This is an optimization exercise on Yosys and OpenROAD, whose aim is small area and a short achievable clock period, not a production implementation. Function was checked by simulation only, so behaviour that the tests miss may differ from the original. Power and IR drop assume default switching activity.

## ld19_frame_core
module ld19_frame_core (
    input  wire         clk,
    input  wire         rst,         
    input  wire         in_valid,
    input  wire         in_eos,
    input  wire [7:0]   in_data,
    output wire         in_ready,
    input  wire         resume,      
    output reg          ev_valid,
    output reg  [2:0]   ev_kind,
    output wire [604:0] ev_payload
);
clock: 12.0 ns
lec_check: 0
cap_margin: 20
core_margin: 2
core_utilization: 40
slew_margin: 20
standard.sh (not shown) runs the stock make flow with config.mk's settings and CLKGATE_MAP_FILE= SYNTH_SCRIPT=/design/flow/synth_recipe.tcl, a recipe that flattens the netlist after the stock synthesis.
==> flow/flow/run.sh <==
#!/bin/bash
set -euo pipefail
export BUFFER_PORTS_ARGS="-buffer_cell sky130_fd_sc_hd__buf_1"
export CTS_ARGS="-sink_clustering_enable -repair_clock_nets -dont_use_dummy_load -sink_clustering_size 24 -sink_clustering_max_diameter 80"
bash standard.sh > standard.log 2>&1
==> next run, changes <==
==> flow/flow/run.sh (replaced) <==
#!/bin/bash
set -euo pipefail
export BUFFER_PORTS_ARGS="-buffer_cell sky130_fd_sc_hd__buf_1"
export CTS_ARGS="-sink_clustering_enable -repair_clock_nets -dont_use_dummy_load -sink_clustering_size 30 -sink_clustering_max_diameter 70 -branching_point_buffers_distance 1000 -distance_between_buffers 1000"
bash standard.sh > standard.log 2>&1
--- a/flow/config.mk
+++ b/flow/config.mk
@@ -9,3 +9,3 @@
 export CORE_MARGIN = 2
-export CORE_UTILIZATION = 40
+export CORE_UTILIZATION = 65
 export SLEW_MARGIN = 20
What happened:
- The changed run ran to the end with no violations
- total power goes down by 2.4%
- combinational power goes up by about 2%
- worst hold slack degrades by 37 ps
==> next run, changes <==
==> flow/flow/run.sh (replaced) <==
#!/bin/bash
# Standard layout, but with the smallest buffer cell on the ports.
set -euo pipefail
export BUFFER_PORTS_ARGS="-buffer_cell sky130_fd_sc_hd__buf_1"
bash standard.sh > standard.log 2>&1
--- a/flow/config.mk
+++ b/flow/config.mk
@@ -9,3 +9,3 @@
 export CORE_MARGIN = 2
-export CORE_UTILIZATION = 65
+export CORE_UTILIZATION = 40
 export SLEW_MARGIN = 20
Clock power rose by 77%.
Synthesized cell count is unchanged.
Area after synthesis is unchanged.
Worst setup slack got worse by 25 ps.
==> next run, changes <==
==> flow/flow/run.sh (replaced) <==
#!/bin/bash
set -euo pipefail
export BUFFER_PORTS_ARGS="-buffer_cell sky130_fd_sc_hd__buf_1"
export CTS_ARGS="-sink_clustering_enable -repair_clock_nets -dont_use_dummy_load -sink_clustering_size 30 -sink_clustering_max_diameter 70 -sink_clustering_levels 1"
bash standard.sh > standard.log 2>&1
--- a/flow/config.mk
+++ b/flow/config.mk
@@ -9,3 +9,3 @@
 export CORE_MARGIN = 2
-export CORE_UTILIZATION = 40
+export CORE_UTILIZATION = 65
 export SLEW_MARGIN = 20
Effect:
- The changed run finished with timing, DRC and antenna clean
- final cell count decreases by 11%
- non-clock buffer count decreases by 1
- area after synthesis does not change
- sequential share of layout area increases by 4.2 points


Starting RTL as in the previous note.
// ld19_frame_core
module ld19_frame_core (
    input  wire         clk,
    input  wire         rst,         
    input  wire         in_valid,
    input  wire         in_eos,
    input  wire [7:0]   in_data,
    output wire         in_ready,
    input  wire         resume,      
    output reg          ev_valid,
    output reg  [2:0]   ev_kind,
    output wire [604:0] ev_payload
);
Settings: LEC_CHECK=0, CAP_MARGIN=20, CORE_MARGIN=2, CORE_UTILIZATION=80, SLEW_MARGIN=20; clock period 12.0 ns.
==> flow/flow/run.sh <==
#!/bin/bash
set -euo pipefail
export BUFFER_PORTS_ARGS="-buffer_cell sky130_fd_sc_hd__buf_1"
export CTS_ARGS="-sink_clustering_enable -repair_clock_nets -dont_use_dummy_load -sink_clustering_size 30 -sink_clustering_max_diameter 70"
bash standard.sh > standard.log 2>&1
The baseline ended with an error in I/O pin placement (PPL-0024).
Then changed:
- CORE_UTILIZATION: 80 -> 65
Effect: With this change the flow finished clean; synthesized cell count is unchanged; area after synthesis stays the same.
Then changed:
- CORE_UTILIZATION: 65 -> 72
Result: Now the flow never finished: it broke off in I/O pin placement on PPL-0024; area after synthesis does not change; synthesized cell count does not change.
Then changed:
- CORE_UTILIZATION: 72 -> 65
- PLACE_DENSITY: not set -> 0.85
Effect: With this change the flow ran to the end with no violations; synthesized area does not change; synthesized cell count stays the same.


Setup of build 73:
ld19_frame_core again, from the RTL that the note above started with.
clock: 12.0 ns
lec_check: 0
cap_margin: 20
core_margin: 2
core_utilization: 65
slew_margin: 20
==> flow/flow/run.sh <==
#!/bin/bash
set -euo pipefail
export BUFFER_PORTS_ARGS="-buffer_cell sky130_fd_sc_hd__buf_1"
export CTS_ARGS="-sink_clustering_enable -repair_clock_nets -dont_use_dummy_load -sink_clustering_size 24 -sink_clustering_max_diameter 80"
bash standard.sh > standard.log 2>&1
The following lists how build 54 was set up differently from build 73:
==> flow/flow/run.sh <==
#!/bin/bash
# Standard layout, but with the smallest buffer cell on the ports.
set -euo pipefail
export BUFFER_PORTS_ARGS="-buffer_cell sky130_fd_sc_hd__buf_1"
bash standard.sh > standard.log 2>&1
-- flow/config.mk --
<<< build 73, line 10
export CORE_UTILIZATION = 65
>>> build 54, line 10
export CORE_UTILIZATION = 40
export CTS_BUF_LIST = sky130_fd_sc_hd__clkbuf_8
[summary]
Clock-pin slew of the registers on the worst-case setup and hold paths (higher): build 73. In the tables for build 54 and build 73, post-detailed-routing wire length reads lower with build 54. [compare] base=build 73 new=build 54: net total in the final layout now larger; leakage component of the power now larger; clock latency on the worst-skew pair now larger; non-clock buffer count comparable. The tightest slew margin relative to the limit in build 54 sits 2.0 points above the value recorded for build 73. Clock period minus final worst setup slack in build 54 vs build 73: up 0.12 ns. The setup slack of build 54 is smaller than that of build 73. In the flow results for build 54 and build 73, the fmax is smaller on build 54.
What build 96 does differently from build 54 at the input level:
==> flow/flow/run.sh <==
#!/bin/bash
set -euo pipefail
export BUFFER_PORTS_ARGS="-buffer_cell sky130_fd_sc_hd__buf_1"
export CTS_ARGS="-sink_clustering_enable -repair_clock_nets -dont_use_dummy_load -sink_clustering_size 40 -sink_clustering_max_diameter 45"
bash standard.sh > standard.log 2>&1
-- flow/config.mk --
<<< build 54, line 10
export CORE_UTILIZATION = 40
export CTS_BUF_LIST = sky130_fd_sc_hd__clkbuf_8
>>> build 96, line 10
export CORE_UTILIZATION = 65
Findings:
What build 54 reported for total power has to be multiplied by 0.857 to get the figure for build 96. Cmp build 96 and build 54 / number of inserted diodes / higher: build 96. Between build 96 and build 54, it is build 96 whose wire length on met2 is higher, by about 0.9%. Post-route standard cell area excluding fillers, build 96 vs build 54: down by a few percent.


Setup of main:
The RTL this note starts from:
==> flow/design.v <==
module ld19_frame_core (
    input  wire         clk,
    input  wire         rst,         
    input  wire         in_valid,
    input  wire         in_eos,
    input  wire [7:0]   in_data,
    output wire         in_ready,
    input  wire         resume,      
    output reg          ev_valid,
    output reg  [2:0]   ev_kind,
    output wire [604:0] ev_payload
);
    localparam [18:0] MOD = 19'd396000;
    function [7:0] crc8_table(input [7:0] idx);
        integer i;
        reg [7:0] c;
        begin
            c = idx;
            for (i = 0; i < 8; i = i + 1)
                c = c[7] ? ((c << 1) ^ 8'h4D) : (c << 1);
            crc8_table = c;
        end
    endfunction
    reg  [7:0]  r [0:47];     
    reg  [18:0] g [0:11];     
    reg  [7:0]  aux8;         
    reg  [5:0]  ph;           
    reg  [5:0]  bcnt;         
    reg         rd;           
    reg         fd;           
    reg         ended;
    reg         pd, pi, pe;   
    reg         cln;          
    reg         rdy;
    reg         run;          
    reg         angok;        
    reg         fresh;        
    reg  [7:0]  crc;
    reg  [17:0] x;            
    assign in_ready = rdy;
    wire take = in_valid & rdy & ~rst;
    wire hdr  = (in_data == 8'h54);
    wire [5:0] ph_inc = (ph == 6'd47) ? 6'd0 : ph + 6'd1;
    wire ins = take & ~in_eos & rd & (bcnt <= 6'd46);
    wire start  = rd & ~angok & (ph == 6'd33);
    wire gphase = (ph >= 6'd45) || (ph <= 6'd8);
    wire gload  = run & rd & gphase;
    reg  [20:0] lin;
    wire [20:0] lin_m1 = lin - {2'b00, MOD};
    wire [20:0] lin_m2 = lin - {1'b0, MOD, 1'b0};
    wire [18:0] ang_r  = !lin_m2[20] ? lin_m2[18:0] :
                         !lin_m1[20] ? lin_m1[18:0] : lin[18:0];
    wire [15:0] e_val = {r[0], r[1]};
    wire [17:0] d0 = {2'b00, e_val} - x;
    wire [17:0] d1 = {2'b00, e_val} - x + 18'd36000;
    wire [17:0] dval = d0[17] ? d1 : d0;
    wire valid_cmp = (crc == r[0]);
    integer i;
    always @(posedge clk) begin
        for (i = 1; i < 48; i = i + 1)
            r[i] <= r[i-1];
        if (rst)
            r[0] <= 8'd0;
        else if (ins)
            r[0] <= in_data;
        else if (rd && ph == 6'd47)
            r[0] <= {7'd0, valid_cmp};
        else if (rd)
            r[0] <= r[47];
        else
            r[0] <= 8'd0;
        for (i = 1; i < 12; i = i + 1)
            g[i] <= g[i-1];
        if (rst)
            g[0] <= 19'd0;
        else if (gload)
            g[0] <= ang_r;
        else if (rd)
            g[0] <= g[11];
        else
            g[0] <= 19'd0;
        if (start)
            x <= {2'b00, r[27], r[28]};
        else if (run && ph == 6'd44)
            x <= dval;
        lin <= start ? 21'd0 : lin + {{3{x[17]}}, x};
        if (take && !rd && hdr)
            crc <= 8'hEE;
        else if (fresh)
            crc <= crc8_table(crc ^ r[0]);
    end
    always @(posedge clk) begin
        if (rst) begin
            aux8  <= 8'd0;
            ph    <= 6'd0;
            bcnt  <= 6'd0;
            rd    <= 1'b0;
            fd    <= 1'b0;
            ended <= 1'b0;
            pd    <= 1'b0;
            pi    <= 1'b0;
            pe    <= 1'b0;
            cln   <= 1'b0;
            rdy   <= 1'b0;
            run   <= 1'b0;
            angok <= 1'b0;
            fresh <= 1'b0;
            ev_valid <= 1'b0;
            ev_kind  <= 3'd0;
        end else begin
            ph       <= ph_inc;
            ev_valid <= 1'b0;
            fresh    <= ins & (bcnt <= 6'd45);
            if (ev_valid)
                aux8 <= 8'd0;
            if (!rd) begin
                if (!cln && ph == 6'd47)
                    cln <= 1'b1;
                if (take) begin
                    if (in_eos) begin
                        ended <= 1'b1;
                        rdy   <= 1'b0;
                        if (cln) begin
                            ev_valid <= 1'b1;
                            ev_kind  <= 3'd5;
                        end else
                            pe <= 1'b1;
                    end else if (hdr) begin
                        rd    <= 1'b1;
                        ph    <= 6'd1;
                        bcnt  <= 6'd1;
                        cln   <= 1'b0;
                        angok <= 1'b0;
                        run   <= 1'b0;
                        rdy   <= 1'b1;
                    end else begin
                        aux8 <= in_data;
                        if (cln) begin
                            ev_valid <= 1'b1;
                            ev_kind  <= 3'd1;
                            rdy      <= 1'b1;
                        end else begin
                            pd  <= 1'b1;
                            rdy <= 1'b0;
                        end
                    end
                end else begin
                    if (cln && pi) begin
                        ev_valid <= 1'b1;
                        ev_kind  <= 3'd4;
                        pi <= 1'b0;
                        pe <= 1'b1;
                    end else if (cln && pe) begin
                        ev_valid <= 1'b1;
                        ev_kind  <= 3'd5;
                        pe <= 1'b0;
                    end else if (cln && pd) begin
                        ev_valid <= 1'b1;
                        ev_kind  <= 3'd1;
                        pd <= 1'b0;
                    end
                    if (resume)
                        ended <= 1'b0;
                    rdy <= (~ended | resume) & ~pi & ~pe & (~pd | cln);
                end
            end else begin
                if (start)
                    run <= 1'b1;
                if (run && ph == 6'd44)
                    angok <= (bcnt >= 6'd44);
                if (ph == 6'd8)
                    run <= 1'b0;
                if (take && in_eos) begin
                    aux8  <= {2'b00, bcnt};
                    ended <= 1'b1;
                    pi    <= 1'b1;
                    rd    <= 1'b0;
                    fd    <= 1'b0;
                    ph    <= 6'd0;
                    cln   <= 1'b0;
                    rdy   <= 1'b0;
                end else if (ph == 6'd8 && (fd || (take && bcnt == 6'd48))) begin
                    ev_valid <= 1'b1;
                    ev_kind  <= 3'd2;
                    rd    <= 1'b0;
                    fd    <= 1'b0;
                    ph    <= 6'd0;
                    cln   <= 1'b0;
                    rdy   <= 1'b1;
                end else if (take) begin
                    if (bcnt == 6'd6)
                        aux8 <= in_data;
                    if (bcnt == 6'd48) begin
                        fd  <= 1'b1;
                        rdy <= 1'b0;
                    end else begin
                        bcnt <= bcnt + 6'd1;
                        rdy  <= 1'b1;
                    end
                end else begin
                    rdy <= ~fd & ((bcnt >= 6'd47) | (ph_inc == bcnt));
                end
            end
        end
    end
    function integer st(input integer j);
        st = (8 - j + 48) % 48;
    endfunction
    genvar k;
    generate
        for (k = 0; k < 12; k = k + 1) begin : pts
            if (k == 0)
                assign ev_payload[7:0] = aux8;
            else
                assign ev_payload[43*k +: 8] = r[st(6 + 3*k)];
            assign ev_payload[43*k + 8  +: 8]  = r[st(7 + 3*k)];
            assign ev_payload[43*k + 16 +: 8]  = r[st(8 + 3*k)];
            assign ev_payload[43*k + 24 +: 19] = g[11 - k];
        end
    endgenerate
    assign ev_payload[523:516] = {1'b0, ev_kind[1], 1'b0, ev_kind[1], 1'b0, ev_kind[1], 2'b00};
    assign ev_payload[531:524] = r[st(1)];
    assign ev_payload[547:532] = {r[st(3)],  r[st(2)]};
    assign ev_payload[563:548] = {r[st(5)],  r[st(4)]};
    assign ev_payload[579:564] = {r[st(43)], r[st(42)]};
    assign ev_payload[595:580] = {r[st(45)], r[st(44)]};
    assign ev_payload[603:596] = r[st(46)];
    assign ev_payload[604]     = r[st(47)][0];
endmodule
export LEC_CHECK = 0
export CAP_MARGIN = 20
export CORE_MARGIN = 2
export CORE_UTILIZATION = 40
export SLEW_MARGIN = 20
create_clock -name core_clock -period 12.0 [get_ports {clk}]
==> flow/flow/run.sh <==
#!/bin/bash
# Standard layout, but with the smallest buffer cell on the ports.
set -euo pipefail
export BUFFER_PORTS_ARGS="-buffer_cell sky130_fd_sc_hd__buf_1"
bash standard.sh > standard.log 2>&1
main | stages: all done | timing, DRC, antenna: all pass
For the feature branch, these inputs were changed with respect to main:
==> flow/run.sh (new file) <==
#!/bin/bash
# synth_recipe.tcl (not shown) runs the flow's synth.tcl, then flattens the netlist and writes it again
# the make line also repeats each setting of config.mk as NAME=value (left out here)
make -C /OpenROAD-flow-scripts/flow DESIGN_CONFIG=/design/flow/config.mk WORK_HOME=/design/flow/orfs CLKGATE_MAP_FILE= SYNTH_SCRIPT=/design/flow/synth_recipe.tcl finish
removed: flow/flow/run.sh
removed: flow/standard.sh
Findings:
Number of nets in the final layout essentially unchanged between the feature branch and main. Worst hold slack (the feature branch over main): decrease, 0.011 ns. Of the feature branch and main, it is the feature branch that has the higher routed wire length per instance. The final layout from the feature branch, which completed every stage, passed the timing, design-rule and antenna checks at the end of the flow. main vs the feature branch, end point of the critical path: bcnt[5] vs aux8[3]. Compared with main, in the feature branch internal portion of total power now sits higher, critical path depth down 1. On slack of the critical path, the feature branch does worse than main.

## static timing again, ports no longer ideal
The flow's constraints put no driver on any port. The routed layouts listed below were extracted and timed again, unchanged, in two steps.
Step 1 (the two cells are an assumption about what drives the block):
set clk [get_ports {clk}]
set_driving_cell -lib_cell sky130_fd_sc_hd__clkbuf_16 $clk
set_driving_cell -lib_cell sky130_fd_sc_hd__buf_2 [delete_from_list [all_inputs] $clk]
Step 2 also shifts input and output timing later by t, the mid clock arrival at the registers, as if the neighbouring blocks saw the same clock.
Three values: ideal, step 1, step 2; two values: the first two.
run | shift t [ns] | slack for setup (ns) | hold slack, ns | worst data-port slew with drivers (ns) | cell pins on the clock port's net
the first run of note 1 | 0.609 | 8.271 / 8.213 / 8.178 | 0.328 / 0.328 / 0.328 | 0.03 | 1
the second run of note 1 | 0.571 | 8.280 / 8.224 / 8.168 | 0.291 / 0.291 / 0.291 | 0.07 | 1
the third run of note 1 | 0.644 | 8.255 / 8.198 / 8.187 | 0.327 / 0.327 / 0.327 | 0.03 | 1
the fourth run of note 1 | 0.571 | 8.280 / 8.224 / 8.168 | 0.291 / 0.291 / 0.291 | 0.07 | 1
the second run of note 2 | 0.571 | 8.280 / 8.224 / 8.168 | 0.291 / 0.291 / 0.291 | 0.07 | 1
the fourth run of note 2 | 0.579 | 8.287 / 8.229 / 8.157 | 0.316 / 0.316 / 0.316 | 0.06 | 1
build 73 | 0.583 | 8.269 / 8.217 / 8.166 | 0.331 / 0.331 / 0.331 | 0.07 | 1
build 54 | 0.741 | 8.146 / 8.087 / 8.172 | 0.327 / 0.327 / 0.327 | 0.03 | 1
build 96 | 0.592 | 8.256 / 8.203 / 8.175 | 0.307 / 0.307 / 0.307 | 0.07 | 1
main | 0.656 | 7.500 / 7.530 / 6.874 | 0.324 / 0.324 / 0.324 | 0.04 | 1
the feature branch | 0.657 | 7.397 / 7.422 / 6.766 | 0.314 / 0.314 / 0.314 | 0.04 | 1
After both steps every run listed still meets setup and hold. For the feature branch, which loses most, drivers alone change the setup slack by +0.025 ns; drivers and shift together by -0.631 ns.
